Context: an optimization exercise on an open-source flow, tuned for small area, a short achievable clock period and few clock cycles. The choices shown serve that exercise and are no tape-out recipe. Function was checked by simulation only, so behaviour that the tests miss may differ from the original. Power and IR drop assume default switching activity.

## design/flow/constraint.sdc

```tcl
create_clock -name core_clock -period 60.0 [get_ports {clk}]
set_input_delay 12.0000 -clock core_clock [delete_from_list [all_inputs] [get_ports {clk}]]
set_output_delay 12.0000 -clock core_clock [all_outputs]
set_load 0.01 [all_outputs]
```

## design/flow/design.v

```verilog
module tc_engine (
    input  wire        clk,
    input  wire        rst,           
    input  wire        cmd_valid,
    output reg         cmd_ready,
    input  wire [1:0]  cmd_op,        
    input  wire [47:0] cmd_data,      
    input  wire [15:0] cmd_cent,      
    input  wire        cmd_midf,      
    output reg         done,
    output reg  [2:0]  done_evt,      
    output reg  [2:0]  eng_state,
    output reg         mode,
    output wire [3:0]  err_code,
    output reg  [5:0]  sec,
    output reg  [5:0]  min,
    output reg  [4:0]  hr,
    output wire [31:0] days,
    output reg  [1:0]  page,
    output reg  [15:0] cent,
    output reg         midf,
    output reg         bank,
    output wire [1:0]  blink,
    output reg         lcd_on,
    output wire [47:0] disp0,         
    output wire [47:0] disp1
);
    localparam [1:0] OP_TICK = 2'd0, OP_COMMIT = 2'd1, OP_LAUNCH = 2'd2, OP_RESTORE = 2'd3;
    localparam [2:0] ST_IDLE = 3'd0, ST_COUNTING = 3'd2, ST_UNLOCKING = 3'd3,
                     ST_TERMINAL = 3'd4, ST_ERROR = 3'd5;
    localparam [3:0] PH_IDLE = 4'd0, PH_COMMIT = 4'd1, PH_RV = 4'd2, PH_R1 = 4'd3,
                     PH_RC = 4'd4, PH_R2 = 4'd5, PH_RADD = 4'd6, PH_DD = 4'd7,
                     PH_DAY = 4'd8, PH_CENT = 4'd9, PH_CFIN = 4'd10;
    localparam [23:0] CD_BLANK = 24'hFFFFFF, CD_ERR = 24'hEAAFF2, CD_NINES = 24'h999999;
    function [6:0] f60;
        input [6:0] i;
        begin
            f60[0] = (i[0]);
            f60[1] = (!i[6] & !i[5] & !i[4] & !i[2] & i[1]) | (i[5] & !i[4] & !i[3] & !i[2] & !i[1]) | (i[6] & !i[4] & i[2] & !i[1]) | (i[5] & !i[4] & i[2] & i[1]) | (!i[6] & !i[5] & !i[4] & i[3]) | (i[6] & i[4] & !i[3] & !i[2] & !i[1]) | (i[5] & i[4] & !i[2] & i[1]) | (!i[6] & !i[5] & i[4] & i[2] & !i[1]) | (i[5] & i[4] & i[3]) | (i[6] & i[4] & i[2] & i[1]);
            f60[2] = (!i[6] & !i[5] & !i[4] & i[2] & !i[1]) | (i[6] & !i[4] & !i[3] & !i[2] & !i[1]) | (i[5] & !i[4] & !i[2] & i[1]) | (i[6] & !i[4] & i[2] & i[1]) | (i[5] & !i[4] & i[3]) | (!i[6] & !i[5] & i[4] & !i[3] & !i[2] & !i[1]) | (i[6] & i[4] & !i[2] & i[1]) | (i[5] & i[4] & i[2] & !i[1]) | (i[6] & i[4] & i[3]) | (!i[6] & !i[5] & i[4] & i[2] & i[1]);
            f60[3] = (!i[5] & !i[4] & i[2] & i[1]) | (!i[6] & !i[5] & i[3]) | (i[5] & !i[3] & !i[2]) | (i[6] & !i[4] & i[1]) | (i[6] & i[2]) | (i[6] & i[4] & i[3]) | (i[5] & i[4] & !i[3] & !i[1]) | (!i[6] & !i[5] & i[4] & !i[2] & !i[1]);
            f60[4] = (!i[6] & !i[5] & i[4] & i[1]) | (!i[6] & !i[5] & i[4] & i[2]) | (i[5] & !i[4] & !i[3] & !i[2]) | (i[6] & !i[4] & !i[3]) | (!i[6] & i[4] & i[3]) | (!i[6] & i[4] & i[2] & i[1]);
            f60[5] = (i[5] & i[2]) | (i[6] & !i[4] & !i[3]) | (i[5] & i[3]) | (i[5] & i[4]);
            f60[6] = (i[6] & i[3]) | (i[6] & i[4]);
        end
    endfunction
    function [9:0] f24;
        input [9:0] i;
        begin
            f24[0] = (i[0]);
            f24[1] = (i[9] & !i[5] & i[2] & !i[1]) | (i[9] & i[3]) | (!i[9] & !i[8] & i[5] & i[4] & !i[3] & !i[2] & !i[1]) | (i[9] & i[5] & !i[2] & i[1]) | (!i[8] & i[6] & !i[3] & !i[2] & !i[1]) | (i[8] & i[7] & !i[3] & !i[1]) | (i[7] & i[2] & !i[1]) | (!i[8] & i[7] & i[3]) | (i[8] & !i[7] & !i[6] & !i[5] & i[3]) | (i[6] & i[4] & !i[3] & !i[2] & !i[1]) | (i[8] & i[6] & !i[5] & i[2] & i[1]) | (i[6] & i[5] & !i[3] & !i[2] & !i[1]) | (i[8] & !i[6] & i[5] & i[1]) | (!i[9] & !i[8] & !i[7] & !i[6] & !i[4] & i[1]) | (!i[9] & !i[7] & !i[6] & !i[5] & !i[2] & i[1]) | (!i[8] & i[6] & i[4] & i[2] & !i[1]) | (!i[9] & !i[8] & !i[7] & !i[6] & i[2] & i[1]) | (i[7] & i[4] & i[3]) | (!i[8] & i[6] & i[5] & i[4] & i[3]) | (!i[8] & i[6] & i[5] & i[2] & !i[1]) | (i[6] & !i[5] & !i[4] & i[2] & i[1]) | (i[8] & i[5] & !i[4] & i[2] & i[1]) | (i[6] & i[5] & i[4] & i[2] & !i[1]) | (i[8] & i[6] & !i[5] & !i[4] & i[1]);
            f24[2] = (!i[9] & !i[8] & !i[7] & !i[6] & !i[5] & i[2]) | (i[8] & !i[7] & !i[6] & !i[5] & !i[3] & !i[2]) | (i[8] & i[7] & !i[4] & i[2] & !i[1]) | (i[9] & !i[5] & !i[4] & i[3]) | (!i[8] & i[7] & !i[4] & i[3]) | (i[8] & i[7] & i[4] & i[2] & i[1]) | (i[8] & i[7] & i[4] & i[3]) | (i[9] & i[5] & !i[3] & !i[2]) | (i[8] & !i[6] & i[5] & i[2]) | (!i[9] & !i[8] & !i[6] & i[5] & i[3]) | (!i[8] & i[6] & !i[5] & !i[4] & !i[3] & !i[2] & !i[1]) | (i[8] & i[6] & !i[5] & i[3]) | (!i[8] & i[6] & !i[5] & i[4] & !i[2] & i[1]) | (i[8] & i[6] & i[5] & !i[4] & !i[3] & !i[2] & !i[1]) | (!i[8] & i[6] & i[5] & !i[4] & !i[2] & i[1]) | (!i[8] & i[6] & i[5] & !i[4] & i[2] & !i[1]) | (i[8] & i[6] & i[5] & i[4] & !i[2] & i[1]) | (i[8] & i[5] & i[4] & i[2] & !i[1]) | (!i[8] & i[6] & i[5] & i[4] & i[2] & i[1]) | (!i[8] & !i[6] & !i[5] & !i[4] & i[2] & i[1]) | (i[8] & i[7] & !i[4] & !i[2] & i[1]) | (!i[9] & !i[8] & i[5] & i[4] & i[3]) | (i[8] & i[6] & !i[5] & i[4] & !i[2] & !i[1]) | (!i[8] & i[6] & !i[5] & i[4] & i[2] & !i[1]) | (!i[8] & !i[6] & i[5] & i[4] & !i[3] & !i[2] & !i[1]);
            f24[3] = (!i[8] & i[7] & !i[3] & !i[2] & !i[1]) | (i[9] & !i[5] & !i[3] & !i[2] & !i[1]) | (i[8] & !i[7] & !i[6] & !i[5] & i[2] & !i[1]) | (i[8] & i[7] & !i[4] & i[2] & i[1]) | (!i[9] & !i[8] & !i[7] & !i[6] & !i[5] & i[3]) | (i[9] & i[5] & i[2] & !i[1]) | (!i[8] & i[6] & !i[5] & !i[4] & !i[2] & i[1]) | (i[8] & i[6] & i[5] & !i[4] & !i[2] & i[1]) | (!i[8] & i[6] & i[5] & !i[4] & i[2] & i[1]) | (i[8] & !i[6] & i[5] & i[3]) | (!i[9] & !i[8] & !i[6] & i[5] & i[4] & !i[2] & i[1]) | (i[8] & i[6] & !i[5] & i[4] & !i[2] & i[1]) | (!i[8] & i[6] & !i[5] & i[4] & i[2] & i[1]) | (i[8] & i[6] & i[5] & i[4] & i[2] & i[1]);
            f24[4] = (i[9] & !i[5] & !i[4] & i[1]) | (i[9] & !i[5] & !i[4] & i[2]) | (i[9] & !i[4] & i[3]) | (i[9] & !i[4] & i[2] & i[1]) | (!i[8] & i[6] & !i[4] & !i[3] & !i[2]) | (i[7] & !i[4] & i[1]) | (i[8] & i[7] & !i[4] & !i[3]) | (i[7] & !i[4] & i[2]) | (i[8] & !i[6] & !i[5] & !i[4] & i[2] & i[1]) | (!i[8] & i[7] & !i[4] & i[3]) | (i[8] & !i[7] & !i[6] & !i[5] & !i[4] & i[3]) | (i[8] & i[6] & !i[5] & i[4] & i[2]) | (i[6] & i[5] & !i[4] & !i[3] & !i[2]) | (i[8] & !i[6] & i[5] & i[4]) | (!i[9] & !i[8] & !i[7] & !i[6] & !i[5] & i[4]) | (i[8] & i[6] & i[4] & i[3]) | (!i[8] & i[6] & i[5] & !i[4] & !i[3]) | (i[9] & i[4] & !i[3] & !i[2] & !i[1]) | (!i[6] & i[5] & i[4] & i[2] & !i[1]) | (i[8] & !i[7] & !i[6] & i[4] & !i[3] & !i[1]) | (i[6] & !i[5] & i[4] & i[3]) | (!i[9] & !i[6] & i[5] & i[4] & i[3]) | (i[9] & i[5] & i[4] & !i[3] & !i[2]) | (!i[9] & !i[6] & i[5] & i[4] & i[2]) | (i[8] & !i[7] & !i[6] & i[4] & !i[2] & i[1]) | (!i[8] & i[7] & i[4] & !i[3] & !i[2] & !i[1]);
            f24[5] = (i[8] & i[7] & !i[4] & i[3]) | (i[8] & i[7] & i[4] & !i[3] & !i[2] & !i[1]) | (!i[8] & i[7] & i[4] & !i[2] & i[1]) | (i[9] & !i[5] & i[4] & !i[2] & i[1]) | (!i[8] & i[7] & i[4] & i[2] & !i[1]) | (i[9] & !i[5] & i[4] & i[2] & !i[1]) | (i[8] & !i[7] & !i[6] & !i[5] & i[4] & i[2] & i[1]) | (i[8] & !i[7] & !i[6] & !i[5] & i[4] & i[3]) | (!i[9] & !i[8] & !i[6] & i[5] & !i[4] & !i[3] & !i[2]) | (i[9] & i[5] & i[4] & i[2] & i[1]) | (i[8] & i[6] & !i[5] & !i[4] & !i[3] & !i[2]) | (i[8] & i[6] & i[5] & !i[4] & i[2]) | (!i[8] & i[6] & !i[5] & !i[4] & i[2]) | (!i[8] & i[6] & i[5] & !i[4] & i[3]) | (!i[8] & i[6] & i[5] & i[4] & !i[3] & !i[2] & !i[1]) | (i[9] & i[5] & i[4] & i[3]);
            f24[6] = (i[9] & i[4] & i[2] & i[1]) | (i[9] & i[4] & i[3]) | (i[9] & i[5]) | (!i[6] & i[5] & i[2]) | (!i[6] & i[5] & i[3]) | (i[7] & !i[4]) | (i[7] & !i[3] & !i[2] & !i[1]) | (i[8] & !i[6] & i[5]) | (!i[6] & i[5] & i[4]) | (i[6] & !i[5] & !i[4] & !i[3] & !i[2]) | (i[5] & i[4] & i[3]) | (i[8] & i[5] & i[3]) | (i[8] & i[5] & i[4]) | (i[5] & i[4] & i[1]) | (i[5] & i[4] & i[2]) | (!i[8] & i[6] & !i[5] & !i[4] & !i[3]) | (!i[8] & i[7] & !i[3] & !i[2]) | (!i[8] & i[7] & i[2] & !i[1]);
            f24[7] = (i[6] & i[3]) | (i[6] & i[4]) | (i[7] & !i[4]) | (i[7] & !i[3] & !i[2] & !i[1]) | (i[8] & i[6] & i[2]) | (i[6] & i[5]) | (!i[8] & i[7] & !i[3] & !i[2]) | (!i[8] & i[7] & i[2] & !i[1]);
            f24[8] = (!i[8] & i[7] & i[4] & i[2] & i[1]) | (!i[8] & i[7] & i[4] & i[3]) | (i[8] & !i[7]) | (i[8] & !i[4]) | (i[8] & !i[3] & !i[2] & !i[1]);
            f24[9] = (i[9]) | (i[8] & i[7] & i[4] & i[1]) | (i[8] & i[7] & i[4] & i[3]) | (i[8] & i[7] & i[4] & i[2]);
        end
    endfunction
    function [7:0] yadd_s;
        input [6:0] i;
        begin
            yadd_s[0] = (i[0]);
            yadd_s[1] = (!i[3] & !i[2] & !i[1]) | (i[2] & i[1]);
            yadd_s[2] = (!i[2] & !i[1]);
            yadd_s[3] = (!i[2] & i[1]);
            yadd_s[4] = (!i[4] & i[2]) | (!i[4] & i[3]) | (i[4] & !i[3] & !i[2]);
            yadd_s[5] = (i[5] & i[4] & i[2]) | (i[6] & !i[4]) | (i[6] & !i[3] & !i[2]) | (i[5] & i[4] & i[3]);
            yadd_s[6] = (!i[6] & !i[5] & !i[4]) | (!i[6] & !i[5] & !i[3] & !i[2]) | (i[6] & i[4] & i[2]) | (i[6] & i[4] & i[3]);
            yadd_s[7] = (i[4] & i[2]) | (i[4] & i[3]) | (i[5]) | (i[6]);
        end
    endfunction
    function [7:0] yadd_m;
        input [7:0] i;
        begin
            yadd_m[0] = (i[7] & !i[0]) | (!i[7] & i[0]);
            yadd_m[1] = (i[7] & i[1] & i[0]) | (i[2] & !i[1] & !i[0]) | (!i[7] & i[2] & !i[1]) | (!i[7] & i[3]) | (i[3] & !i[0]);
            yadd_m[2] = (i[7] & i[2] & i[0]) | (i[2] & i[1]) | (!i[7] & i[3]) | (i[3] & !i[0]);
            yadd_m[3] = (!i[7] & !i[3] & !i[2] & !i[1]) | (!i[3] & !i[2] & !i[1] & !i[0]) | (i[7] & i[3] & i[0]);
            yadd_m[4] = (i[7] & !i[4] & i[0]) | (!i[4] & i[1]) | (!i[4] & i[2]) | (!i[4] & i[3]) | (!i[7] & i[4] & !i[3] & !i[2] & !i[1]) | (i[4] & !i[3] & !i[2] & !i[1] & !i[0]);
            yadd_m[5] = (i[5] & i[4] & i[3]) | (i[7] & i[5] & i[4] & i[0]) | (i[5] & i[4] & i[1]) | (i[5] & i[4] & i[2]) | (i[6] & !i[4]) | (!i[7] & i[6] & !i[3] & !i[2] & !i[1]) | (i[6] & !i[3] & !i[2] & !i[1] & !i[0]);
            yadd_m[6] = (!i[6] & !i[5] & !i[4]) | (!i[7] & !i[6] & !i[5] & !i[3] & !i[2] & !i[1]) | (i[6] & i[4] & i[1]) | (i[6] & i[4] & i[3]) | (!i[6] & !i[5] & !i[3] & !i[2] & !i[1] & !i[0]) | (i[7] & i[6] & i[4] & i[0]) | (i[6] & i[4] & i[2]);
            yadd_m[7] = (i[4] & i[1]) | (i[7] & i[4] & i[0]) | (i[4] & i[2]) | (i[4] & i[3]) | (i[5]) | (i[6]);
        end
    endfunction
    function [6:0] yadd_h;
        input [6:0] i;
        begin
            yadd_h[0] = (!i[6] & !i[0]) | (i[6] & i[0]);
            yadd_h[1] = (!i[3] & !i[2] & !i[1] & i[0]) | (i[6] & !i[3] & !i[2] & !i[1]) | (!i[6] & !i[2] & i[1] & !i[0]) | (i[6] & i[2] & i[1]) | (!i[6] & i[3] & !i[0]) | (i[2] & i[1] & i[0]);
            yadd_h[2] = (i[5] & i[1] & i[0]) | (i[6] & i[5] & i[1]) | (!i[5] & !i[3] & !i[2] & !i[1]) | (!i[4] & i[3] & i[0]) | (!i[6] & !i[5] & !i[3] & !i[2] & !i[0]) | (i[6] & !i[4] & i[3]);
            yadd_h[3] = (i[6] & !i[5] & !i[2] & i[1]) | (!i[5] & !i[2] & i[1] & i[0]) | (!i[6] & i[2] & !i[1] & !i[0]);
            yadd_h[4] = (!i[4] & i[2] & i[0]) | (i[6] & !i[4] & i[2]) | (!i[4] & i[2] & i[1]) | (!i[4] & i[3]) | (i[4] & !i[3] & !i[2]) | (!i[6] & i[4] & !i[3] & !i[1] & !i[0]);
            yadd_h[5] = (i[6] & i[4] & i[2]) | (!i[6] & i[4] & i[3] & !i[0]) | (i[4] & i[2] & i[0]) | (i[4] & i[2] & i[1]);
            yadd_h[6] = (i[5]) | (i[6] & i[4] & i[3]) | (i[4] & i[3] & i[0]);
        end
    endfunction
    function [19:0] mrom;
        input [5:0] i;
        begin
            mrom[0] = 1'b1;
            mrom[1] = 1'b1;
            mrom[2] = (i[5] & i[2] & i[1]) | (!i[5] & i[4] & i[1]) | (i[5] & !i[4] & !i[2] & i[0]) | (!i[5] & !i[3] & !i[1] & i[0]) | (!i[5] & !i[4] & !i[1] & !i[0]) | (i[5] & i[4] & !i[1] & !i[0]);
            mrom[3] = (!i[5] & !i[1] & i[0]) | (!i[4] & !i[3] & !i[2]) | (i[2] & i[1] & !i[0]) | (!i[5] & i[3]) | (i[3] & i[0]) | (i[5] & !i[2] & i[1]) | (i[5] & i[2] & !i[0]);
            mrom[4] = (!i[4] & !i[3] & !i[2] & !i[1]) | (i[2] & i[1]) | (i[1] & !i[0]) | (!i[5] & !i[3] & !i[1] & i[0]) | (i[5] & i[3] & !i[0]);
            mrom[5] = (!i[2] & i[1]) | (i[5] & !i[4] & !i[3] & !i[1]) | (!i[5] & !i[3] & !i[2] & i[0]) | (i[2] & !i[1] & !i[0]);
            mrom[6] = (!i[4]) | (!i[1] & !i[0]) | (i[5] & !i[1]);
            mrom[7] = (i[0]);
            mrom[8] = (!i[4] & !i[1]) | (i[4] & i[1]);
            mrom[9] = (!i[4] & !i[2] & !i[1]) | (i[2] & i[1]);
            mrom[10] = (!i[3] & !i[2] & !i[1]) | (i[4]);
            mrom[11] = (!i[4] & !i[3] & !i[2] & !i[1]);
            mrom[12] = (!i[4] & !i[3] & !i[2] & !i[1]);
            mrom[13] = (!i[4] & !i[3] & !i[2] & !i[1]);
            mrom[14] = (!i[4] & !i[3] & !i[2] & !i[1]);
            mrom[15] = (!i[4] & !i[3] & !i[2] & !i[1]);
            mrom[16] = (!i[4] & !i[3] & !i[2] & !i[1]);
            mrom[17] = (!i[4] & !i[3] & !i[2] & !i[1]);
            mrom[18] = (!i[4] & !i[3] & !i[2] & !i[1]);
            mrom[19] = (!i[4] & !i[3] & !i[2] & !i[1]);
        end
    endfunction
    function [5:0] b2b6;
        input [6:0] i;
        begin
            b2b6[0] = (i[0]);
            b2b6[1] = (!i[4] & i[1]) | (i[4] & !i[1]);
            b2b6[2] = (!i[5] & !i[4] & i[2]) | (!i[5] & i[4] & !i[2] & i[1]) | (i[5] & !i[4] & !i[2]) | (i[5] & !i[2] & !i[1]) | (!i[5] & i[2] & !i[1]) | (i[5] & i[4] & i[2] & i[1]);
            b2b6[3] = (!i[6] & !i[4] & i[3]) | (i[5] & !i[4] & i[2]) | (i[6] & !i[4] & !i[3]) | (i[6] & i[4] & i[3]) | (i[6] & i[2] & i[1]) | (!i[6] & !i[5] & i[4] & !i[3] & !i[2]) | (i[5] & i[4] & !i[3] & !i[2] & !i[1]) | (!i[6] & !i[5] & i[4] & !i[3] & !i[1]);
            b2b6[4] = (!i[5] & i[4] & i[2] & i[1]) | (!i[5] & i[4] & i[3]) | (i[5] & !i[4]) | (i[6] & i[3]) | (i[5] & !i[3] & !i[2] & !i[1]) | (i[6] & i[4]);
            b2b6[5] = (i[5] & i[4] & i[1]) | (i[5] & i[4] & i[2]) | (i[5] & i[4] & i[3]) | (i[6]);
        end
    endfunction
    function [4:0] b2b5;
        input [5:0] i;
        begin
            b2b5[0] = (i[0]);
            b2b5[1] = (!i[4] & i[1]) | (i[4] & !i[1]);
            b2b5[2] = (i[5]) | (!i[4] & i[2]) | (i[4] & !i[2] & i[1]) | (i[2] & !i[1]);
            b2b5[3] = (!i[4] & i[3]) | (i[4] & !i[3] & !i[2]) | (i[4] & !i[3] & !i[1]);
            b2b5[4] = (i[5]) | (i[4] & i[3]) | (i[4] & i[2] & i[1]);
        end
    endfunction
    function [6:0] glyph;
        input [3:0] i;
        begin
            glyph[0] = (!i[3] & i[1]) | (i[3] & !i[1]) | (i[2] & !i[1] & i[0]) | (i[2] & i[1] & !i[0]) | (!i[3] & !i[2] & !i[0]);
            glyph[1] = (!i[3] & !i[2]) | (!i[1] & !i[0]) | (!i[3] & i[1] & i[0]) | (!i[2] & i[0]);
            glyph[2] = (!i[1]) | (!i[3] & i[2]) | (!i[3] & i[0]);
            glyph[3] = (i[2] & !i[1] & i[0]) | (i[3] & !i[1]) | (!i[3] & i[1] & !i[0]) | (!i[2] & i[1] & i[0]) | (i[2] & i[1] & !i[0]) | (!i[3] & !i[2] & !i[0]);
            glyph[4] = (!i[2] & !i[0]) | (i[1] & !i[0]);
            glyph[5] = (!i[1] & !i[0]) | (i[2] & !i[1]) | (i[2] & !i[0]) | (i[3] & !i[1]);
            glyph[6] = (!i[2] & i[1]) | (i[2] & !i[1]) | (i[2] & !i[0]) | (i[3] & !i[2]);
        end
    endfunction
    function [3:0] add3;
        input [3:0] i;
        begin
            add3[0] = (i[3] & !i[0]) | (!i[3] & !i[2] & i[0]) | (i[2] & i[1] & !i[0]);
            add3[1] = (i[3] & !i[0]) | (!i[2] & i[1]) | (i[1] & i[0]);
            add3[2] = (i[3] & i[0]) | (i[2] & !i[1] & !i[0]);
            add3[3] = (i[2] & i[0]) | (i[3]) | (i[2] & i[1]);
        end
    endfunction
    function [3:0] inc10;
        input [3:0] i;
        begin
            inc10[0] = (!i[0]) | (i[3] & i[1]);
            inc10[1] = (!i[3] & !i[1] & i[0]) | (i[1] & !i[0]);
            inc10[2] = (!i[2] & i[1] & i[0]) | (i[2] & !i[1]) | (i[2] & !i[0]);
            inc10[3] = (i[3] & !i[0]) | (!i[3] & i[2] & i[1] & i[0]);
        end
    endfunction
    function [3:0] dec10;
        input [3:0] i;
        begin
            dec10[0] = (!i[0]);
            dec10[1] = (i[3] & !i[0]) | (i[1] & i[0]) | (i[2] & !i[1] & !i[0]);
            dec10[2] = (i[3] & !i[0]) | (i[2] & i[0]) | (i[2] & i[1]);
            dec10[3] = (!i[3] & !i[2] & !i[1] & !i[0]) | (i[3] & i[0]);
        end
    endfunction
    function [4:0] ud9;
        input [4:0] i;
        begin
            ud9[0] = (!i[0]);
            ud9[1] = (!i[4] & i[1] & i[0]) | (!i[4] & i[2] & !i[1] & !i[0]) | (!i[4] & i[3] & !i[0]) | (i[4] & !i[3] & !i[1] & i[0]) | (i[4] & i[1] & !i[0]);
            ud9[2] = (!i[4] & i[3] & !i[0]) | (i[4] & !i[2] & i[1] & i[0]) | (i[2] & !i[1] & i[0]) | (i[2] & i[1] & !i[0]) | (i[4] & i[2] & !i[0]) | (!i[4] & i[2] & i[0]);
            ud9[3] = (!i[4] & !i[3] & !i[2] & !i[1] & !i[0]) | (i[4] & i[3] & !i[0]) | (!i[4] & i[3] & i[0]) | (i[4] & i[2] & i[1] & i[0]);
            ud9[4] = (!i[4] & !i[3] & !i[2] & !i[1] & !i[0]) | (i[4] & i[3] & i[0]);
        end
    endfunction
    function [3:0] ud5;
        input [3:0] i;
        begin
            ud5[0] = (!i[0]);
            ud5[1] = (i[3] & !i[2] & !i[1] & i[0]) | (i[3] & i[1] & !i[0]) | (!i[3] & i[1] & i[0]) | (!i[3] & i[2] & !i[0]);
            ud5[2] = (!i[3] & !i[2] & !i[1] & !i[0]) | (i[3] & i[1] & i[0]) | (i[3] & i[2] & !i[0]) | (!i[3] & i[2] & i[0]);
            ud5[3] = (!i[3] & !i[2] & !i[1] & !i[0]) | (i[3] & i[2] & i[0]);
        end
    endfunction
    function [6:0] udh;
        input [6:0] i;
        begin
            udh[0] = (!i[0]);
            udh[1] = (!i[6] & !i[5] & !i[4] & !i[1] & !i[0]) | (i[6] & !i[3] & !i[1] & i[0]) | (i[6] & i[1] & !i[0]) | (!i[6] & i[1] & i[0]) | (!i[6] & i[3] & !i[0]) | (!i[6] & i[2] & !i[1] & !i[0]);
            udh[2] = (i[6] & !i[5] & !i[2] & i[1] & i[0]) | (!i[6] & i[3] & !i[0]) | (!i[6] & i[2] & i[1]) | (i[2] & !i[1] & i[0]) | (i[6] & i[2] & !i[0]);
            udh[3] = (!i[6] & i[5] & !i[1] & !i[0]) | (i[6] & i[2] & i[1] & i[0]) | (i[6] & i[3] & !i[0]) | (!i[6] & i[4] & !i[3] & !i[2] & !i[1] & !i[0]) | (!i[6] & i[3] & i[0]);
            udh[4] = (i[4] & i[1]) | (!i[6] & i[5] & !i[1] & !i[0]) | (i[6] & !i[4] & i[3] & i[0]) | (i[4] & i[2]) | (!i[6] & i[4] & i[0]) | (i[6] & i[4] & !i[0]) | (i[6] & i[4] & !i[3]) | (!i[6] & i[4] & i[3]);
            udh[5] = (!i[6] & !i[5] & !i[4] & !i[3] & !i[2] & !i[1] & !i[0]) | (i[6] & i[4] & i[3] & i[0]) | (i[6] & i[5] & !i[0]) | (!i[6] & i[5] & i[1]) | (i[5] & !i[1] & i[0]);
            udh[6] = (!i[6] & !i[5] & !i[4] & !i[3] & !i[2] & !i[1] & !i[0]) | (i[6] & i[5] & i[1] & i[0]);
        end
    endfunction
    function [19:0] radd;
        input [19:0] a, b;
        input        ci;
        reg c;
        integer i;
        begin
            c = ci;
            for (i = 0; i < 20; i = i + 1) begin
                radd[i] = a[i] ^ b[i] ^ c;
                c = (a[i] & b[i]) | (c & (a[i] ^ b[i]));
            end
        end
    endfunction
    function [23:0] dd2;
        input [23:0] x;
        input [1:0]  b;
        reg [23:0] y;
        integer k;
        begin
            for (k = 0; k < 6; k = k + 1) y[4*k +: 4] = add3(x[4*k +: 4]);
            y = {y[22:0], b[1]};
            for (k = 0; k < 6; k = k + 1) y[4*k +: 4] = add3(y[4*k +: 4]);
            dd2 = {y[22:0], b[0]};
        end
    endfunction
    function [23:0] page_inc;
        input [23:0] x;
        reg c;
        integer k;
        begin
            c = 1'b1;
            for (k = 0; k < 6; k = k + 1) begin
                page_inc[4*k +: 4] = c ? inc10(x[4*k +: 4]) : x[4*k +: 4];
                c = c & (x[4*k +: 4] == 4'd9);
            end
        end
    endfunction
    function [23:0] blank_lead;
        input [23:0] x;
        reg lead;
        integer k;
        begin
            lead = 1'b1;
            for (k = 5; k >= 0; k = k - 1) begin
                if (x[4*k +: 4] != 4'd0 || k == 0) lead = 1'b0;
                blank_lead[4*k +: 4] = lead ? 4'hF : x[4*k +: 4];
            end
        end
    endfunction
    function ge1e6;
        input [19:0] v;
        reg gt, eq;
        integer i;
        reg [19:0] c;
        begin
            c = 20'd1000000; gt = 1'b0; eq = 1'b1;
            for (i = 19; i >= 0; i = i - 1) begin
                gt = gt | (eq & v[i] & !c[i]);
                eq = eq & (v[i] == c[i]);
            end
            ge1e6 = gt | eq;
        end
    endfunction
    reg [23:0] cd;                    
    reg [19:0] dys;                   
    reg [23:0] dbcd;                  
    reg [15:0] dic;                   
    reg        errf;                  
    reg        blinkf;                
    reg [3:0]  ph;
    reg [3:0]  cnt;
    reg        flag;                  
    reg [3:0]  qreg;                  
    reg        yl;                    
    reg        mflag;                 
    assign days = {12'd0, dys};
    assign err_code = {2'b00, errf, 1'b0};
    assign blink = {blinkf, 1'b0};
    genvar gp;
    generate
        for (gp = 0; gp < 6; gp = gp + 1) begin : g_disp
            assign disp0[8*gp +: 8] = {1'b0, glyph(cd[4*gp +: 4])};
            assign disp1[8*gp +: 8] = {1'b0, glyph(dbcd[4*gp +: 4])};
        end
    endgenerate
    wire [3:0] s_o = cd[3:0],   s_t = cd[7:4];
    wire [3:0] m_o = cd[11:8],  m_t = cd[15:12];
    wire [3:0] h_o = cd[19:16], h_t = cd[23:20];
    wire hms_one  = cd == 24'd1;
    wire dys_zero = dys == 20'd0;
    wire [4:0] t0 = ud9({mode, s_o});
    wire [3:0] t1 = ud5({mode, s_t[2:0]});
    wire [4:0] t2 = ud9({mode, m_o});
    wire [3:0] t3 = ud5({mode, m_t[2:0]});
    wire [6:0] th = udh({mode, h_t[1:0], h_o});
    wire e1 = t0[4], e2 = e1 & t1[3], e3 = e2 & t2[4], e4 = e3 & t3[3];
    wire full = e4 & th[6];
    wire [23:0] cd_tick = {e4 ? {2'b00, th[5:0]} : cd[23:16],
                           e3 ? {1'b0, t3[2:0]} : m_t, e2 ? t2[3:0] : m_o,
                           e1 ? {1'b0, t1[2:0]} : s_t, t0[3:0]};
    wire [23:0] bsrc = (ph == PH_IDLE) ? cd_tick : cd;
    wire [5:0]  b_sec = b2b6({bsrc[6:4], bsrc[3:0]});
    wire [5:0]  b_min = b2b6({bsrc[14:12], bsrc[11:8]});
    wire [4:0]  b_hr  = b2b5({bsrc[21:20], bsrc[19:16]});
    wire [1:0] pg_rot = (dys_zero && !full) ? 2'd0 : (page == 2'd2) ? 2'd0 : page + 2'd1;
    wire [3:0] cx = dbcd[19:16];      
    wire [1:0] cu = dbcd[21:20];      
    wire [6:0] fs = f60({s_t[2:0], s_o});
    wire [6:0] fm = f60({m_t[2:0], m_o});
    wire [3:0] xh = (cu == 2'd1) ? cx : fm[6:3];
    wire [9:0] fh = f24({h_t[1:0], h_o, xh});
    wire [7:0] ys = yadd_s({s_t[2:0], s_o});
    wire [7:0] ym = yadd_m({ys[7], m_t[2:0], m_o});
    wire [6:0] yh = yadd_h({ym[7], h_t[1:0], h_o});
    wire [3:0] cq = (cu == 2'd2) ? cx : fh[9:6];     
    wire       c5x = !dys_zero && !flag;              
    wire [3:0] ya = dbcd[23:20], yb = dbcd[19:16];
    wire [3:0] mt = dbcd[15:12], mo = dbcd[11:8];
    wire [3:0] dt = dbcd[7:4],   dn = dbcd[3:0];
    wire leap = !yb[0] && (yb[1] == ya[0]);
    wire feb = (mt == 4'd0) && (mo == 4'd2);
    wire m31 = (mt == 4'd0) ? (mo == 4'd1 || mo == 4'd3 || mo == 4'd5 || mo == 4'd7 || mo == 4'd8)
                            : (mo == 4'd0 || mo == 4'd2);
    wire digs_ok = (ya <= 4'd9) && (yb <= 4'd9) && (mo <= 4'd9) && (dn <= 4'd9)
                && (h_o <= 4'd9) && (m_o <= 4'd9) && (s_o <= 4'd9);
    wire mm_ok = (mt == 4'd0) ? (mo != 4'd0) : (mt == 4'd1) && (mo <= 4'd2);
    wire dd_ok = (dt <= 4'd2) ? ((dt != 4'd0 || dn != 4'd0) && !(feb && dt == 4'd2 && dn == 4'd9 && !leap))
               : (dt == 4'd3) && ((dn == 4'd0 && !feb) || (dn == 4'd1 && m31));
    wire hh_ok = (h_t <= 4'd1) || (h_t == 4'd2 && h_o <= 4'd3);
    wire ts_ok = digs_ok && mm_ok && dd_ok && hh_ok && (m_t <= 4'd5) && (s_t <= 4'd5);
    wire yhi = (ya >= 4'd5);          
    wire [1:0] k2 = cnt[1:0];
    wire cent_big = (cent[15:5] != 11'd0) || (cent[4:2] == 3'b111);
    wire take = cmd_valid && cmd_ready;
    reg        n_ready, n_done, n_mode, n_errf, n_midf, n_bank, n_blinkf, n_lcd;
    reg        n_flag, n_yl, n_mflag;
    reg [3:0]  n_qreg;
    reg        n_bin;                 
    reg [2:0]  n_evt, n_st;
    reg [3:0]  n_ph;
    reg [1:0]  n_page;
    reg [3:0]  n_cnt;
    reg [15:0] n_cent, n_dic;
    reg [19:0] n_dys;
    reg [23:0] n_cd, n_dbcd;
    reg        bzero;
    reg [19:0] a_op, b_op;
    reg        c_in;
    reg [19:0] sum;
    reg [23:0] t24;
    always @(*) begin
        n_ready = cmd_ready; n_done = 1'b0; n_evt = done_evt;
        n_st = eng_state; n_mode = mode; n_errf = errf; n_page = page;
        n_cent = cent; n_midf = midf; n_bank = bank; n_blinkf = blinkf; n_lcd = lcd_on;
        n_cd = cd; n_dys = dys; n_dbcd = dbcd; n_dic = dic;
        n_ph = ph; n_cnt = cnt; n_flag = flag; n_yl = yl; n_mflag = mflag; n_qreg = qreg;
        n_bin = 1'b0; bzero = 1'b0;
        a_op = dys; b_op = 20'd0; c_in = 1'b0;
        t24 = 24'd0;
        case (ph)
        PH_IDLE: begin
            if (mode) c_in = 1'b1; else b_op = 20'hFFFFF;        
        end
        PH_DAY: begin
            a_op = {4'd0, dic}; c_in = 1'b1;
        end
        PH_CENT: begin
            a_op = {4'd0, cent}; c_in = 1'b1;
        end
        PH_COMMIT: begin
            if (yl) begin
                b_op = 20'd365; c_in = yh[6];
            end else if (c5x) begin
                a_op = {dys[17:0], 2'b00}; b_op = dys;
            end else begin
                a_op = {dys[18:0], 1'b0}; b_op = {16'd0, qreg};
            end
        end
        PH_RV: begin
            a_op = {4'd0, dic}; c_in = mflag && !yhi;
        end
        PH_R1: begin
            a_op = (cnt == 4'd3) ? 20'd0 : {dys[18:0], 1'b0};
            case ({ya[k2], yb[k2]})
                2'b00: b_op = 20'd0;
                2'b01: b_op = 20'd1461;
                2'b10: b_op = 20'd14610;
                default: b_op = 20'd16071;
            endcase
        end
        PH_RC: begin
            case (k2)
                2'd2: b_op = mrom({leap, mt[0], mo});
                2'd1: b_op = {13'd0, dt[1:0], dt[1:0], 3'b000};
                default: b_op = {14'd0, dn, 2'b00};
            endcase
        end
        PH_R2: begin
            a_op = {dys[18:0], 1'b0};
            b_op = cent[cnt[2:0]] ? 20'd36525 : 20'd0;
        end
        default: begin  
            b_op = {4'd0, dic};
        end
        endcase
        sum = radd(a_op, b_op, c_in);
        case (ph)
        PH_IDLE: if (take) begin
            case (cmd_op)
            OP_TICK: begin
                n_done = 1'b1; n_evt = 3'b000;
                if (eng_state == ST_COUNTING && !mode) begin
                    if (full && dys_zero) begin
                        n_st = ST_UNLOCKING; n_evt = 3'b001;
                    end else begin
                        n_cd = cd_tick; n_bin = 1'b1;
                        if (full) n_dys = sum;
                        if (hms_one && dys_zero) begin
                            n_st = ST_UNLOCKING; n_evt = 3'b001;
                        end
                    end
                end else if (eng_state == ST_COUNTING && mode) begin
                    n_cd = cd_tick; n_bin = 1'b1;
                    if (full) begin
                        n_done = 1'b0; n_ready = 1'b0; n_ph = PH_DAY;
                    end
                    if (full && dbcd == CD_NINES) begin
                        n_st = ST_TERMINAL; n_dys = 20'd0; n_page = 2'd0;
                        n_cd = CD_NINES; bzero = 1'b1; n_dbcd = CD_BLANK;
                        n_blinkf = 1'b1; n_bank = 1'b0; n_lcd = 1'b1;
                    end else begin
                        if (full) begin
                            n_dys = sum; n_dbcd = page_inc(dbcd);
                        end
                        n_page = pg_rot;
                        if (pg_rot != 2'd2) begin
                            n_bank = pg_rot[0]; n_lcd = 1'b1;
                        end else n_lcd = 1'b0;
                    end
                end
            end
            OP_LAUNCH: begin
                n_done = 1'b1; n_evt = 3'b010;
                n_cd = 24'd0; bzero = 1'b1; n_dys = 20'd0; n_cent = 16'd0; n_midf = 1'b0;
                n_dbcd = 24'hFFFFF0; n_dic = 16'd0;
                n_mode = 1'b1; n_page = 2'd0; n_st = ST_COUNTING;
                n_bank = 1'b0; n_lcd = 1'b1; n_blinkf = 1'b0;
            end
            OP_COMMIT: begin
                n_ready = 1'b0; n_evt = 3'b010;
                n_cd = 24'd0; n_dys = 20'd0; n_dbcd = {2'b00, cmd_data[21:0]};
                n_ph = PH_COMMIT; n_cnt = 4'd4; n_flag = 1'b0; n_yl = 1'b0;
            end
            default: begin  
                n_ready = 1'b0;
                n_cd = cmd_data[23:0]; n_dbcd = cmd_data[47:24]; n_dic = cmd_cent; n_mflag = cmd_midf;
                n_ph = PH_RV; n_cnt = 4'd3;
            end
            endcase
        end
        PH_COMMIT: begin
            if (yl) begin
                n_cd = {2'b00, yh[5:4], yh[3:0], 1'b0, ym[6:4], ym[3:0], 1'b0, ys[6:4], ys[3:0]};
                n_dys = sum;
                if (cx == 4'd1) n_yl = 1'b0;
                n_dbcd[19:16] = cx - 4'd1;
            end else if (flag) begin
                n_dys = sum; n_flag = 1'b0;
                if (cu == 2'd3 && cx != 4'd0) n_yl = 1'b1;
            end else begin
                n_cd = {2'b00, fh[5:4], fh[3:0], 1'b0, fm[2:0], fs[6:3], 1'b0, fs[2:0],
                        (cu == 2'd0) ? cx : 4'd0};
                if (c5x) begin
                    n_dys = sum; n_flag = 1'b1; n_qreg = cq;
                end else begin
                    n_dys = {16'd0, cq};
                    if (cu == 2'd3 && cx != 4'd0) n_yl = 1'b1;
                end
            end
            if (yl ? (cx == 4'd1) : (flag || !c5x) && !(cu == 2'd3 && cx != 4'd0)) begin
                n_dbcd[19:0] = {dbcd[15:0], 4'd0};
                n_cnt = cnt - 4'd1;
                if (cnt == 4'd0) n_ph = PH_CFIN;
            end
        end
        PH_CFIN: begin
            n_st = ST_COUNTING; n_mode = 1'b0; n_page = 2'd0;
            n_bank = 1'b0; n_lcd = 1'b1; n_blinkf = 1'b0;
            n_dbcd = CD_BLANK; n_bin = 1'b1;
            n_ph = PH_IDLE; n_done = 1'b1; n_ready = 1'b1;
        end
        PH_RV: begin
            if (!ts_ok) begin
                n_st = ST_ERROR; n_errf = 1'b1;
                n_blinkf = 1'b1; n_bank = 1'b0; n_lcd = 1'b1;
                n_cd = CD_ERR; n_dbcd = CD_BLANK; n_evt = 3'b000;
                n_ph = PH_IDLE; n_done = 1'b1; n_ready = 1'b1;
            end else begin
                n_cent = sum[15:0]; n_midf = yhi;
                n_evt = {mflag ^ yhi, 2'b00};
                n_ph = PH_R1; n_cnt = 4'd3;
            end
        end
        PH_R1: begin
            n_dys = sum;
            if (cnt != 4'd3 && cent_big) begin
                n_st = ST_TERMINAL; n_dys = 20'd0; n_page = 2'd0;
                n_cd = CD_NINES; bzero = 1'b1; n_dbcd = CD_BLANK;
                n_blinkf = 1'b1; n_bank = 1'b0; n_lcd = 1'b1;
                n_ph = PH_IDLE; n_done = 1'b1; n_ready = 1'b1;
            end
            if (!(cnt != 4'd3 && cent_big)) begin
                n_cnt = cnt - 4'd1;
                if (cnt == 4'd0) begin n_ph = PH_RC; n_cnt = 4'd2; end
            end
        end
        PH_RC: begin
            n_dys = sum;
            n_cnt = cnt - 4'd1;
            if (cnt == 4'd0) begin
                n_dic = sum[17:2]; n_dys = 20'd0;
                n_ph = PH_R2; n_cnt = 4'd4;
            end
        end
        PH_R2: begin
            n_dys = sum;
            n_cnt = cnt - 4'd1;
            if (cnt == 4'd0) n_ph = PH_RADD;
        end
        PH_RADD: begin
            n_dys = sum; n_dbcd = 24'd0;
            n_ph = PH_DD; n_cnt = 4'd9;
        end
        PH_DAY: begin
            n_dic = sum[15:0];
            n_ph = PH_IDLE; n_done = 1'b1; n_ready = 1'b1;
            if (sum[15:0] == 16'd36525) begin
                n_dic = 16'd0; n_midf = 1'b0; n_evt = 3'b100;
                n_ph = PH_CENT; n_done = 1'b0; n_ready = 1'b0;
            end else if (sum[15:0] == 16'd18263 && !midf) begin
                n_midf = 1'b1; n_evt = 3'b100;
            end
        end
        PH_CENT: begin
            n_cent = sum[15:0];
            n_ph = PH_IDLE; n_done = 1'b1; n_ready = 1'b1;
        end
        default: begin  
            t24 = dd2(dbcd, dys[19:18]);
            n_dbcd = t24;
            n_dys = {dys[17:0], dys[19:18]};
            n_cnt = cnt - 4'd1;
            if (cnt == 4'd9 && ge1e6(dys)) begin
                n_st = ST_TERMINAL; n_dys = 20'd0; n_page = 2'd0;
                n_cd = CD_NINES; bzero = 1'b1; n_dbcd = CD_BLANK;
                n_blinkf = 1'b1; n_bank = 1'b0; n_lcd = 1'b1;
                n_ph = PH_IDLE; n_done = 1'b1; n_ready = 1'b1;
            end else if (cnt == 4'd0) begin
                n_dbcd = blank_lead(t24);
                n_st = ST_COUNTING; n_mode = 1'b1; n_page = 2'd0;
                n_bank = 1'b0; n_lcd = 1'b1; n_blinkf = 1'b0; n_bin = 1'b1;
                n_ph = PH_IDLE; n_done = 1'b1; n_ready = 1'b1;
            end
        end
        endcase
    end
    always @(posedge clk) begin
        if (rst) begin
            cmd_ready <= 1'b1;
            done <= 1'b0; done_evt <= 3'b000;
            eng_state <= ST_IDLE; mode <= 1'b0; errf <= 1'b0;
            sec <= 6'd0; min <= 6'd0; hr <= 5'd0;
            dys <= 20'd0; page <= 2'd0; cent <= 16'd0; midf <= 1'b0;
            bank <= 1'b0; blinkf <= 1'b0; lcd_on <= 1'b0;
            cd <= CD_BLANK; dbcd <= CD_BLANK;
            ph <= PH_IDLE;
        end else begin
            cmd_ready <= n_ready; done <= n_done; done_evt <= n_evt;
            eng_state <= n_st; mode <= n_mode; errf <= n_errf;
            page <= n_page; cent <= n_cent; midf <= n_midf;
            bank <= n_bank; blinkf <= n_blinkf; lcd_on <= n_lcd;
            cd <= n_cd; dys <= n_dys; dbcd <= n_dbcd;
            ph <= n_ph;
            if (bzero) begin
                sec <= 6'd0; min <= 6'd0; hr <= 5'd0;
            end else if (n_bin) begin
                sec <= b_sec; min <= b_min; hr <= b_hr;
            end
        end
        dic <= n_dic; cnt <= n_cnt; flag <= n_flag; yl <= n_yl; mflag <= n_mflag; qreg <= n_qreg;
    end
endmodule
```

## design/flow/run.sh

```bash
#!/bin/bash
# synth_recipe.tcl (not shown) runs the flow's synth.tcl, then flattens the netlist and writes it again
# the make line also repeats each setting of config.mk as NAME=value (left out here)
make -C /OpenROAD-flow-scripts/flow DESIGN_CONFIG=/design/flow/config.mk WORK_HOME=/design/flow/orfs CLKGATE_MAP_FILE= SYNTH_SCRIPT=/design/flow/synth_recipe.tcl finish
```

## design/flow/config.mk

```make
export PLATFORM = sky130hd
export DESIGN_NAME = tc_engine
export DESIGN_NICKNAME = tc_engine
export VERILOG_FILES = /design/flow/design.v
export SDC_FILE = /design/flow/constraint.sdc
export NUM_CORES = 4
export LEC_CHECK = 0
export CAP_MARGIN = 20
export CORE_MARGIN = 2
export CORE_UTILIZATION = 40
export SETUP_SLACK_MARGIN = 2
export SLEW_MARGIN = 20
```

==> flow_metrics.env, run 1 <==
export IMPL_final_antenna_net_count=0
export IMPL_cts_tree="yes"
export IMPL_cts_hold_buffers=0
export IMPL_pre_cts_slack_ns=44.44
export IMPL_die_area_mm2=0.04576
export IMPL_clkSinkCount=148
export IMPL_synth_top_area_share_pct=13.74
export IMPL_synth_seq_cells=148
export IMPL_clkTransAtPathRegs_ns=0.07
export IMPL_vdd_ir_drop_max_mv=0.03384
export IMPL_synthArstFlopShare_pct=0
export IMPL_dr_pass1_iters=8
export IMPL_io_buffers=222
export IMPL_leakage_uw=0.007791
export IMPL_syn_cell_area_mm2=0.01763
export IMPL_fmax_mhz=65.92
export IMPL_crit_arrival_ns=15.53
export IMPL_grt_usage_pct=35.20
export IMPL_setup_viol=0
export IMPL_via_per_inst=6.598
export IMPL_syn2layout_area_growth_pct=17.23
export IMPL_start_util_pct=40.74
export IMPL_wl_per_cell_um=26.13
export IMPL_cts_root_buf="clkbuf_16"
export IMPL_cp_slowest_stage_delay_ns=0.74
export IMPL_setup_worst_path_end_class="flip-flop"
export IMPL_synth_ff_type="dfxtp_1"
export IMPL_holdWs_ns=0.4526
export IMPL_grt_max_degree=76
export IMPL_drcViolationCount=0
export IMPL_finalSetupTns_ns=0
export IMPL_status="timing/DRC/antenna clean"
export IMPL_avgSynthCellArea_um2=6.967
export IMPL_grt_pass1_vias=19630
export IMPL_via_count=21190
export IMPL_gp_congestion=1.001
export IMPL_synth_edf_count=27
export IMPL_layout_nets=2798
export IMPL_synth_area_top_cells="dfxtp_1 14%, a21oi_1 7.1%, o21ai_0 6.9%"
export IMPL_die_h_um=213.9
export IMPL_layout_min_cycle_time_ns=15.17
export IMPL_dieWidth_um=213.9
export IMPL_ys_seq_area_share_pct=18.34
export IMPL_synth_cell_types=96
export IMPL_cts_buffers=17
export IMPL_synth_top_area_cell="dfxtp_1"
export IMPL_clock_skew_ns=0.01364
export IMPL_wl_um=83940
export IMPL_cts_resized=0
export IMPL_core_area_mm2=0.04327
export IMPL_drtIter0Drc=2658
export IMPL_period_share_pct=25.28
export IMPL_path_cells="clkdlybuf4s50_1 > inv_1 > ha_1 > buf_4 > clkinv_1 > or3_1 > o41ai_4 > a211oi_1 > nand3_2 > or4_1 > a21o_1"
export IMPL_final_common_cell="nand2_1"
export IMPL_drive_gt1_share_pct=5.443
export IMPL_ioPinCount=251
export IMPL_cts_setup_buffers=0
export IMPL_worst_pin_slew_ns=1.145
export IMPL_setup_worst_path_class="in -> reg"
export IMPL_critPathLaunchType="input pin"
export IMPL_slew_violations=0
export IMPL_grt_pass1_wl_um=125800
export IMPL_cellPowerDensity_mw_per_mm2=64.77
export IMPL_cpMaxStageDelayCell="or4_1"
export IMPL_dp_hpwl_um=62110
export IMPL_clk_path_buf_depth=2
export IMPL_antenna_found_initial=1
export IMPL_hold_viol_final=0
export IMPL_syn_inst=2530
export IMPL_antennaDiodeCount=0
export IMPL_maxSlewHeadroom_pct=22.68
export IMPL_fin_ws_ns=44.83
export IMPL_rsz0062_at_grt="no"
export IMPL_hold_path_class="reg -> reg"
export IMPL_ys_warn_count=1
export IMPL_final_cell_mix="278 x nand2_1, 255 x nor2_1, 249 x a21oi_1"
export IMPL_critPathMaxFanout=35
export IMPL_htreeDepth=4
export IMPL_rows=76
export IMPL_clk_latency_ns=0.47
export IMPL_crit_required_ns=60.36
export IMPL_drv_cap=0
export IMPL_overflow=0
-- cells in the mapped netlist, types with 10 or more instances --
library cell and instances:
o221ai_1 25, o21bai_1 12, or4_1 13, clkbuf_1 165, a21oi_1 250, nand2_1 278
nor3_1 58, nand4_1 14, mux2i_1 25, o21ai_0 244, buf_4 30, a221oi_1 26
and2_1 27, a211o_1 36, nand2b_1 36, a21o_1 14, buf_2 19, a211oi_1 56
ha_1 95, o21a_1 18, o211ai_1 21, nand3_1 49, nor2_1 255, or2_2 11
a22oi_1 36, buf_1 27, a222oi_1 20, dfxtp_1 121, edfxtp_1 27, fa_1 19
xnor2_1 25, or3_1 52, nor2b_1 23, nor4_1 27, o22ai_1 26, o32a_1 15
a31oi_1 44, inv_1 69, xor2_1 10, o31ai_1 18
-- logic make-up (layout without fill, tap and decap cells) --
logic type,after synthesis,count (layout),share of synthesized area [%]
adders and majority gates,114,114,8.901
muxes,35,35,2.314
and+or+nand+nor,893,893,24.22
AOI/OAI and AO/OA,981,981,36.53
other,1,28,0.02127
DFF,148,148,18.34
buffers and inverters,322,392,7.808
xor gates and xnor gates,36,36,1.867
-- worst max-delay path: cells and delay by family --
family,cells,cell delay [ns]
AOI/OAI and AO/OA,3,0.67
adders and majority gates,1,0.20
and+or+nand+nor,3,1.57
buffers and inverters,4,1.07
-- through the flow --
stage                     utilization [%]  total power, uW  instance area [um^2]  std cells
after floorplan                         -            810.7                 17730       2557
after detailed placement            46.39             1192                 20070       3180
after global routing                47.76             1420                 20660       3212
after CTS                           47.76             1310                 20660       3212
final                               47.76             1338                 20660       3212
after global placement              46.35             1187                 20060       3178
-- report_power, final --
group          total [uW]  leakage, uW  switching [uW]  internal, uW
Clock                 115     0.000295            53.6          61.0
Sequential            211      0.00124            71.2           139
Combinational        1010      0.00625             630           383
Total                1340      0.00779             755           584
-- worst paths after layout --
| kind | to | cells after the start | from | slack [ns] |
|---|---|---|---|---|
| min | min[1] | 2 | min[1] | 0.45 |
| max reg2reg | done_evt[1] | 31 | cd[8] | 48.74 |
| max | cd[21] | 11 | cmd_op[0] | 44.83 |
| min reg2reg | min[1] | 2 | min[1] | 0.45 |
-- registers in the layout, indices dropped and copies added (netlist names), 5 cells and up --
signal,cells
cd,24
dbcd,24
dys,20
cent,16
dic,16
min,6
sec,6
hr,5
-- per-layer routing --
metal	up-vias	routed length (um)	track usage [%]
met1	10160	34610	46.61
met5	-	0	0
met2	1254	38520	56.55
li1	9559	-	-
met3	216	7251	5.808
met4	0	3554	14.99
-- final cells by class --
type / instances / area, um^2
Tap cell: 585 / 732.0
Fill cell: 4465 / 22600
Multi-Input combinational cell: 2087 / 13130
Clock buffer: 19 / 454.2
Clock inverter: 13 / 137.6
Sequential cell: 148 / 3234
Inverter: 76 / 285.3
Timing Repair Buffer: 284 / 2686
Testbench counts, summed over its fixed seeds: cycles 27,336.
==> run 2: changes to the inputs <==
==> design/flow/flow/run.sh (new file) <==
#!/bin/bash
# Layout flow: the standard synthesis (standard.sh synth); then ABC maps the
# combinational logic of that netlist again, for area, with every register cell
# kept as it is (same cells, same instance names); then the standard layout
# (standard.sh) on that netlist, with sky130 buf_1 cells as the port buffers.
# Each tool's output goes to a log file of its own in this folder.
set -euo pipefail
R=orfs/results/${FLOW_PLATFORM}/tc_engine/base
LIB=${FLOW_HOME}/platforms/${FLOW_PLATFORM}/lib/sky130_fd_sc_hd__tt_025C_1v80.lib
YOSYS=${FLOW_HOME}/../tools/install/yosys/bin/yosys
export BUFFER_PORTS_ARGS="-buffer_cell sky130_fd_sc_hd__buf_1"

bash standard.sh synth > standard_synth.log 2>&1

cp "$R/1_2_yosys.v" standard_1_2_yosys.v
sed -e "s#LIB#$LIB#g" -e "s#NETLIST#standard_1_2_yosys.v#" -e "s#TOP#$FLOW_TOP#g" \
    -e "s#OUT#$R/1_2_yosys.v#" flow/resynth.ys > resynth_run.ys
"$YOSYS" -s resynth_run.ys > resynth.log 2>&1
rm -f "$R/1_synth.odb" "$R/1_synth.sdc"

bash standard.sh > standard_layout.log 2>&1
==> design/flow/flow/resynth.ys (new file) <==
read_liberty -ignore_miss_func LIB
read_verilog NETLIST
hierarchy -top TOP
setattr -mod -set blackbox 1 sky130_fd_sc_hd__*df*
flatten
opt -purge
abc -liberty LIB -dont_use sky130_fd_sc_hd__lpflow_* -dont_use sky130_fd_sc_hd__probe*
splitnets
opt_clean -purge
hilomap -singleton -hicell sky130_fd_sc_hd__conb_1 HI -locell sky130_fd_sc_hd__conb_1 LO
insbuf -buf sky130_fd_sc_hd__buf_4 A X
rename -hide w:*.*
rename -enumerate
select -module TOP
write_verilog -noattr -nohex -nodec -selected OUT
==> design/flow/standard.sh (new file) <==
#!/bin/bash
# synth_recipe.tcl (not shown) runs the flow's synth.tcl, then flattens the netlist and writes it again
# the make line also repeats each setting of config.mk as NAME=value (left out here)
make -C /OpenROAD-flow-scripts/flow DESIGN_CONFIG=/design/flow/config.mk WORK_HOME=/design/flow/orfs CLKGATE_MAP_FILE= SYNTH_SCRIPT=/design/flow/synth_recipe.tcl "${@:-finish}"
removed: design/flow/run.sh
==> flow_metrics.env, run 2 <==
export IMPL_status="timing/DRC/antenna clean"
export IMPL_clk_path_buf_depth=2
export IMPL_layout_min_cycle_time_ns=15.14
export IMPL_cts_buffers=17
export IMPL_instances_no_fill=3048
export IMPL_syn2layout_area_growth_pct=13.06
export IMPL_r2r_setup_slack_ns=51.56
export IMPL_grt_usage_pct=37.68
export IMPL_antennaDiodeCount=0
export IMPL_syn_cell_area_mm2=0.01521
export IMPL_core_area_mm2=0.03758
export IMPL_worst_pin_slew_ns=1.119
export IMPL_final_common_cell="nand2_1"
export IMPL_fmax_mhz=66.06
export IMPL_path_cells="buf_1 > or2_0 > buf_4 > nor2_1 > buf_4 > o21ai_0 > o21ai_0 > nor2_1 > nand2_1 > a31o_1 > a21oi_1 > o31ai_1"
export IMPL_dieWidth_um=199.0
export IMPL_crit_family="simple AND/OR/NAND/NOR gates"
export IMPL_drcViolationCount=0
export IMPL_cts_resized=0
export IMPL_setup_worst_path_class="in -> reg"
export IMPL_crit_required_ns=60.35
export IMPL_drv_cap=0
export IMPL_ioPinCount=251
export IMPL_finalSetupTns_ns=0
export IMPL_clk_latency_ns=0.47
export IMPL_via_count=20420
export IMPL_io_buffers=222
export IMPL_drtIter0Drc=2915
export IMPL_dp_cells=3016
export IMPL_antenna_found_initial=5
export IMPL_ys_warn_count=1
export IMPL_gp_congestion=0.9800
export IMPL_maxSlewHeadroom_pct=25.41
export IMPL_stdcell_area_mm2=0.01720
export IMPL_wl_per_cell_um=25.31
export IMPL_num_fill_cells=4051
export IMPL_cts_root_buf="clkbuf_16"
export IMPL_drive_gt1_share_pct=3.587
export IMPL_postPlaceCellArea_mm2=0.01654
export IMPL_hold_viol_final=0
export IMPL_grt_max_degree=48
export IMPL_slew_violations=0
export IMPL_rows=71
export IMPL_dr_pass1_iters=10
export IMPL_clkSinkCount=148
export IMPL_setup_viol=0
export IMPL_grt_pass1_vias=18120
export IMPL_reg_largest_list="cd (24), dbcd (24), dys (20)"
export IMPL_start_util_pct=40.48
export IMPL_cts_hold_buffers=0
export IMPL_clkTransAtPathRegs_ns=0.07
export IMPL_cts_tree="yes"
export IMPL_setup_worst_path_end_class="flip-flop"
export IMPL_critPathMaxFanout=13
export IMPL_crit_buf_inv=3
export IMPL_syn_inst=2293
export IMPL_die_h_um=199.0
export IMPL_die_area_mm2=0.03961
export IMPL_cpMaxStageDelayCell="nor2_1"
export IMPL_cts_setup_buffers=0
export IMPL_hold_path_class="reg -> reg"
export IMPL_dp_hpwl_um=57160
export IMPL_layout_nets=2594
export IMPL_cellPowerDensity_mw_per_mm2=79.58
export IMPL_clock_skew_ns=0.01745
export IMPL_cp_slowest_stage_delay_ns=0.68
export IMPL_grt_pass1_wl_um=112900
export IMPL_via_per_inst=6.699
export IMPL_rsz0062_at_grt="no"
export IMPL_leakage_uw=0.006018
export IMPL_vdd_ir_drop_max_mv=0.04225
export IMPL_final_antenna_net_count=0
export IMPL_critPathLaunchType="input pin"
export IMPL_avgSynthCellArea_um2=6.634
export IMPL_wl_um=77130
export IMPL_htreeDepth=4
export IMPL_period_share_pct=25.23
export IMPL_crit_arrival_ns=15.49
export IMPL_final_cell_mix="350 x nand2_1, 274 x nor2_1, 272 x a21oi_1"
export IMPL_overflow=0
-- run 2: per-stage QoR --
stage                     hold slack (ns)  setup WS, ns  total power [uW]  utilization, %
final                              0.4392         44.86              1369           45.77
after global routing               0.4734         44.79              1450           45.77
after CTS                          0.4458         45.08              1328           45.77
after detailed placement           0.4327         44.61              1197           44.01
after global placement             0.4436         44.73              1190           44.01
after floorplan                    0.4168         45.62             855.3               -
-- run 2: worst min-delay path, delay by kind of cell, from the launching register on --
family | cells | cell delay, ns
flip-flops | 1 | 0.31
AND/OR/NAND/NOR | 2 | 0.09
-- run 2: layer usage --
layer  vias to the layer above  wire length (um)  GRT usage [%]
met5                         -                47              0
met2                      1426             32490          54.90
met3                       224             10530          11.75
li1                       9127                 -              -
met1                      9636             30780          50.49
met4                         6              3288          17.25
-- run 2: report_power, final --
group	internal [uW]	leakage, uW	total [uW]	switching (uW)
Clock	78.5	0.000321	128	49.2
Sequential	146	0.00125	230	83.8
Combinational	311	0.00445	1010	700
-- run 2: final cells by class --
cell class | instances | area, um^2 | share of cell area [%]
tap | 511 | 639.4 | 3.717
multi-input combinational | 2038 | 11260 | 65.50
timing repair buffer | 276 | 1240 | 7.209
clock buffer | 21 | 440.4 | 2.561
sequential | 148 | 3233 | 18.80
clock inverter | 11 | 220.2 | 1.280
inverter | 43 | 161.4 | 0.9385
-- run 2: worst paths after layout --
path,from,to,cells after the start
setup / recovery,cmd_op[0],dbcd[11],12
hold / removal,hr[3],hr[3],2
setup reg to reg,cd[2],done_evt[2],20
hold reg to reg,hr[3],hr[3],2
==> run 3: changes to the inputs <==
--- a/design/flow/config.mk
+++ b/design/flow/config.mk
@@ -10,2 +10,3 @@
 export CORE_UTILIZATION = 40
+export CTS_BUF_LIST = sky130_fd_sc_hd__clkbuf_4 sky130_fd_sc_hd__clkbuf_8
 export SETUP_SLACK_MARGIN = 2
==> flow_metrics.env, run 3 <==
export IMPL_cts_root_buf="clkbuf_8"
export IMPL_clkTransAtPathRegs_ns=0.09
export IMPL_syn2layout_area_growth_pct=11.93
export IMPL_hold_path_end="hr[3]"
export IMPL_timing_rr_start="cd[2]"
export IMPL_cts_buffers=17
export IMPL_dp_hpwl_um=57160
export IMPL_grt_pass1_wl_um=113000
export IMPL_clkSinkCount=148
export IMPL_avgSynthCellArea_um2=6.634
export IMPL_via_per_inst=6.711
export IMPL_syn_cell_area_mm2=0.01521
export IMPL_grt_usage_pct=37.65
export IMPL_grt_max_degree=48
export IMPL_crit_arrival_ns=15.44
export IMPL_min_from="hr[3]"
export IMPL_cts_hold_buffers=0
export IMPL_cts_tree="yes"
export IMPL_cpMaxStageDelayCell="nor2_1"
export IMPL_drcViolationCount=0
export IMPL_clock_skew_ns=0.03391
export IMPL_htreeDepth=4
export IMPL_critPathMaxFanout=13
export IMPL_layout_min_cycle_time_ns=15.05
export IMPL_wl_um=76910
export IMPL_cts_resized=0
export IMPL_critPathLaunchType="input pin"
export IMPL_whs_path_depth=2
export IMPL_status="timing/DRC/antenna clean"
export IMPL_pre_cts_slack_ns=44.61
export IMPL_gp_congestion=0.9800
export IMPL_rsz0062_at_grt="no"
export IMPL_dr_pass1_iters=6
export IMPL_ioPinCount=251
export IMPL_path_depth=12
export IMPL_core_area_mm2=0.03758
export IMPL_final_seq_area_mm2=0.003233
export IMPL_hold_viol_final=0
export IMPL_syn_inst=2293
export IMPL_vdd_ir_drop_max_mv=0.04228
export IMPL_die_area_mm2=0.03961
export IMPL_die_h_um=199.0
export IMPL_setup_worst_path_end_class="flip-flop"
export IMPL_crit_buf_inv=3
export IMPL_period_share_pct=25.08
export IMPL_finalSetupTns_ns=0
export IMPL_path_cells="buf_1 > or2_0 > buf_4 > nor2_1 > buf_4 > o21ai_0 > o21ai_0 > nor2_1 > nand2_1 > a31o_1 > a21oi_1 > o31ai_1"
export IMPL_fmax_mhz=66.47
export IMPL_crit_required_ns=60.39
export IMPL_r2r_cells=20
export IMPL_layout_nets=2594
export IMPL_reg_largest_list="cd (24), dbcd (24), dys (20)"
export IMPL_start_util_pct=40.48
export IMPL_r2r_setup_slack_ns=51.44
export IMPL_multi_input_comb_area_mm2=0.01126
export IMPL_cts_setup_buffers=0
export IMPL_grt_pass1_vias=18150
export IMPL_antenna_found_initial=3
export IMPL_drtIter0Drc=2869
export IMPL_stdcell_area_mm2=0.01703
export IMPL_crit_family="simple AND/OR/NAND/NOR gates"
export IMPL_drv_cap=0
export IMPL_worst_pin_slew_ns=1.097
export IMPL_postPlaceCellArea_mm2=0.01654
export IMPL_io_buffers=222
export IMPL_final_common_cell="nand2_1"
export IMPL_overflow=0
export IMPL_reg2reg_to="done_evt[2]"
export IMPL_final_cell_mix="350 x nand2_1, 274 x nor2_1, 272 x a21oi_1"
export IMPL_clk_path_buf_depth=2
export IMPL_slew_violations=0
export IMPL_drive_gt1_share_pct=3.745
export IMPL_maxSlewHeadroom_pct=26.18
export IMPL_num_fill_cells=4076
export IMPL_wl_per_cell_um=25.22
export IMPL_ys_warn_count=1
export IMPL_setup_worst_path_class="in -> reg"
export IMPL_leakage_uw=0.005944
export IMPL_final_antenna_net_count=0
export IMPL_fin_ws_ns=44.95
export IMPL_hold_path_class="reg -> reg"
export IMPL_dieWidth_um=199.0
export IMPL_clk_latency_ns=0.52
export IMPL_cp_slowest_stage_delay_ns=0.67
export IMPL_via_count=20470
export IMPL_rows=71
export IMPL_setup_viol=0
export IMPL_cellPowerDensity_mw_per_mm2=78.69
export IMPL_holdWs_ns=0.4414
-- run 3: per-layer routing --
metal	vias up	track usage (%)	share of wire (%)
li1	9127	-	-
met5	-	0	0
met2	1476	54.62	42
met1	9630	50.23	40
met3	237	12.29	14
met4	0	17.41	4.6
-- run 3: where the power goes --
group | internal, uW | switching (uW) | leakage [uW]
registers | 146 | 84.0 | 0.00125
clock network | 56.0 | 45.8 | 0.000247
logic | 311 | 697 | 0.00445
total | 513 | 827 | 0.00594
-- run 3: worst max path at each step --
stage                          from        to  slack [ns]
final                     cmd_op[0]   dbcd[9]       44.95
after global routing      cmd_op[0]  dbcd[11]       44.86
after CTS                 cmd_op[0]  dbcd[10]       45.14
after detailed placement  cmd_op[0]  dbcd[10]       44.61
after global placement    cmd_op[0]  dbcd[11]       44.73
after floorplan           cmd_op[0]   dys[19]       45.62
-- run 3: layout make-up --
| cell class | count | area share, % |
|---|---|---|
| sequential | 148 | 18.99 |
| antenna | 2 | 0.02939 |
| clock buffer | 21 | 1.550 |
| inverter | 43 | 0.9479 |
| multi-input combinational | 2038 | 66.15 |
| tap | 511 | 3.755 |
| timing repair buffer | 276 | 7.282 |
| clock inverter | 11 | 1.293 |
-- run 3: through the flow --
step           total power [uW]  instances  utilization [%]
6_report                   1340       3050            45.31
2_1_floorplan             855.3       2320                -
3_3_place_gp               1190       3016            44.01
5_1_grt                    1424       3048            45.30
3_5_place_dp               1197       3016            44.01
4_1_cts                    1301       3048            45.30
-- run 3: worst reg2reg max path, cell delays in order, from the launching register on --
cell	delay (ns)
dfxtp_1	0.61
o21ai_0	0.65
a21oi_1	0.28
o21ai_0	0.73
a31oi_1	0.20
o21ai_0	0.74
o221ai_1	0.34
and3_1	0.31
o311a_1	0.31
o311a_1	0.33
o311a_1	0.32
o311a_1	0.34
o311ai_0	0.65
a311oi_1	0.27
o31ai_1	0.41
xor2_1	0.51
nor4_1	0.19
o32ai_1	0.75
nor2_1	0.22
o21ai_0	0.20
a21oi_1	0.07

[port drivers added, routing unchanged]
No port has a modelled driver above. Below, the same layouts with a new extraction and two added sets of constraints.
Step 1 (the two cells are an assumption about what drives the block):
set clk [get_ports {clk}]
set_driving_cell -lib_cell sky130_fd_sc_hd__clkbuf_16 $clk
set_driving_cell -lib_cell sky130_fd_sc_hd__buf_2 [delete_from_list [all_inputs] $clk]
Step 2 moves the port delays by t, midway between the first and last clock arrival at a register: inputs arrive t later, outputs are due t later. That takes back most of the time a late clock gives input paths.
Slacks: no drivers / after step 1 / after step 2; pairs: no drivers / after step 1.
run	t (ns)	slack for setup (ns)	worst setup path at the end	worst slew at a driven data input, ns	pins driven straight from the clock port
run 1	0.528	44.831 / 44.789 / 44.335	input to register	0.06	1
run 2	0.515	44.862 / 44.891 / 44.376	input to register	0.05	1
run 3	0.556	44.955 / 44.981 / 44.425	input to register	0.05	1
After both steps every run listed still meets setup and hold. The setup slack of run 3, which loses most, moves by +0.026 ns with the drivers and by -0.530 ns with both steps.
